Context: an optimization exercise on an open-source flow, tuned for small area, a short achievable clock period and few clock cycles per item. The choices shown serve that exercise and are no tape-out recipe.
Function was checked by simulation only, so behaviour that the tests miss may differ from the original.

## yuv2rgb
module yuv2rgb (
    input  wire       clk,
    input  wire       rst,
    input  wire       in_valid,
    output wire       in_ready,
    input  wire [7:0] in_y,
    input  wire [7:0] in_u,
    input  wire [7:0] in_v,
    output wire       out_valid,
    input  wire       out_ready,
    output wire [7:0] out_r,
    output wire [7:0] out_g,
    output wire [7:0] out_b,
    output wire [7:0] out_luma
);
Size in the first run: about 1000 cells after synthesis, roughly 110 flip-flops, ~62 I/O pins, about 12000 um2 of cells after synthesis.
Settings: LEC_CHECK=0, CAP_MARGIN=20, CORE_MARGIN=2, CORE_UTILIZATION=45, SLEW_MARGIN=20, SYNTH_HIERARCHICAL=1, SYNTH_MINIMUM_KEEP_SIZE=0, TNS_END_PERCENT=10; clock period 16.0 ns.
standard.sh (not shown) runs the stock make flow with config.mk's settings and CLKGATE_MAP_FILE= SYNTH_SCRIPT=/design/flow/synth_recipe.tcl, a recipe that flattens the netlist after the stock synthesis.
==> flow/flow/run.sh <==
#!/bin/bash
# Standard ORFS layout (the standard.sh) with these changes in how it is made:
#  - the port buffers buffer_ports inserts are sky130_fd_sc_hd__buf_1 cells
#    (every input and output port still gets its own buffer);
#  - clock tree synthesis runs with its standard options but without dummy loads;
#  - timing repair is asked to leave 11.7 ns of setup slack at the design's
#    16 ns clock, so the resizer works on the critical paths.
# Clock period, I/O constraints and all other steps are the standard ones.
# make's output goes to standard_flow.log; each ORFS step keeps its own log
# under orfs/logs/.
set -euo pipefail
export BUFFER_PORTS_ARGS="-buffer_cell sky130_fd_sc_hd__buf_1"
export CTS_ARGS="-sink_clustering_enable -repair_clock_nets -dont_use_dummy_load"
bash standard.sh SETUP_SLACK_MARGIN=11.7 finish > standard_flow.log 2>&1
Testbench counts at the start, summed over its fixed seeds: cycles 16,024, items 16,000.
Next try:
Settings changed: CORE_UTILIZATION 45 to 40.
Hold slack barely changes; wire length rose slightly; via count fell slightly; critical path depth is unchanged; design area fell slightly; flip-flop and latch count does not change; sequential share of layout area rose by 0.13 points; setup slack improved by 0.045 ns.
Next try:
--- a/flow/flow/run.sh
+++ b/flow/flow/run.sh
@@ -5,3 +5,3 @@
 #  - clock tree synthesis runs with its standard options but without dummy loads;
-#  - timing repair is asked to leave 11.7 ns of setup slack at the design's
+#  - timing repair is asked to leave 11.6 ns of setup slack at the design's
 #    16 ns clock, so the resizer works on the critical paths.
@@ -13,2 +13,2 @@
 export CTS_ARGS="-sink_clustering_enable -repair_clock_nets -dont_use_dummy_load"
-bash standard.sh SETUP_SLACK_MARGIN=11.7 finish > standard_flow.log 2>&1
+bash standard.sh SETUP_SLACK_MARGIN=11.6 finish > standard_flow.log 2>&1
- design area came out higher by about 1.3%
- core utilization increases by 0.58 points
- maximum frequency is about the same
- wire length is higher by 0.52%
- register-to-register slack is about the same
- synthesized cell count is unchanged
- clock-buffer cell count stays the same
- die area stays the same
Next try:
--- a/flow/flow/run.sh
+++ b/flow/flow/run.sh
@@ -5,3 +5,3 @@
 #  - clock tree synthesis runs with its standard options but without dummy loads;
-#  - timing repair is asked to leave 11.6 ns of setup slack at the design's
+#  - timing repair is asked to leave 11.8 ns of setup slack at the design's
 #    16 ns clock, so the resizer works on the critical paths.
@@ -13,2 +13,2 @@
 export CTS_ARGS="-sink_clustering_enable -repair_clock_nets -dont_use_dummy_load"
-bash standard.sh SETUP_SLACK_MARGIN=11.6 finish > standard_flow.log 2>&1
+bash standard.sh SETUP_SLACK_MARGIN=11.8 finish > standard_flow.log 2>&1
=> Sequential cell count stays the same; setup slack gains 0.026 ns; fmax climbs by about 0.6%; non-clock buffer count increases by 12.

* * *

Another version of the RTL of yuv2rgb (not shown whole).
For scale: ~1000 cells after synthesis.
export LEC_CHECK = 0
export CAP_MARGIN = 20
export CORE_MARGIN = 2
export CORE_UTILIZATION = 40
export SLEW_MARGIN = 20
export SYNTH_HIERARCHICAL = 1
export SYNTH_MINIMUM_KEEP_SIZE = 0
export TNS_END_PERCENT = 10
create_clock -name core_clock -period 16.0 [get_ports {clk}]
==> flow/flow/run.sh <==
#!/bin/bash
# Standard ORFS layout (the standard.sh) with two changes in how it is made:
#  - the port buffers buffer_ports inserts are sky130_fd_sc_hd__buf_1 cells
#    (every input and output port still gets its own buffer);
#  - timing repair is asked to leave 11.0 ns of setup slack at the design's
#    16 ns clock, so the resizer works on the critical paths.
# Clock period, I/O constraints and all other steps are the standard ones.
set -euo pipefail
export BUFFER_PORTS_ARGS="-buffer_cell sky130_fd_sc_hd__buf_1"
bash standard.sh SETUP_SLACK_MARGIN=11.8 finish > standard_flow.log 2>&1
Testbench counts at the start, summed over its fixed seeds: cycles 16,024, items 16,000.
==> next run, changes <==
--- a/flow/flow/run.sh
+++ b/flow/flow/run.sh
@@ -10 +10 @@
-bash standard.sh SETUP_SLACK_MARGIN=11.8 finish > standard_flow.log 2>&1
+bash standard.sh SETUP_SLACK_MARGIN=11.95 finish > standard_flow.log 2>&1
The new run went through all stages and came out clean.
Worst hold slack is worse by 0.0064 ns.
Die area stays the same.
Via count barely changes.
Cell count grows slightly.
Fmax shrinks slightly.
Critical path depth grows by 2.
Register-to-register slack is worse by 0.06 ns.
Non-clock buffer count grows by 10.

==> static timing again, ports no longer ideal <==
In the flow no input, the clock included, has a driving cell. The finished layouts below were timed again as built, in two steps. Step 1: set_driving_cell puts a clkbuf_16 on clk and a buf_2 on each other input, an assumption about the parent block. Step 2 times the ports against the registers' clock, not the clock port: input delays grow and output delays shrink by t, the midpoint of the rising clock arrivals with the driver on. Three values: no drivers, after step 1, after step 2; two values: the first two.
run | t (ns) | setup WS [ns] | worst hold slack (ns) | clock arrival spread, ns
the first run of note 1 | 0.394 | 11.638 / 11.638 / 11.420 | 0.453 / 0.453 / 0.453 | 0.029 / 0.029
the second run of note 1 | 0.393 | 11.683 / 11.683 / 11.490 | 0.455 / 0.455 / 0.455 | 0.033 / 0.034
the third run of note 1 | 0.394 | 11.694 / 11.694 / 11.484 | 0.455 / 0.455 / 0.455 | 0.033 / 0.034
the fourth run of note 1 | 0.393 | 11.721 / 11.721 / 11.486 | 0.456 / 0.456 / 0.456 | 0.032 / 0.033
the first run of note 2 | 0.418 | 11.511 / 11.511 / 11.511 | 0.461 / 0.461 / 0.461 | 0.035 / 0.035
the second run of note 2 | 0.405 | 11.451 / 11.451 / 11.276 | 0.454 / 0.454 / 0.454 | 0.022 / 0.022
After both steps setup and hold are still met in every run listed. For the fourth run of note 1, which loses most, drivers alone change the setup slack by 0.000 ns; drivers and shift together by -0.235 ns.
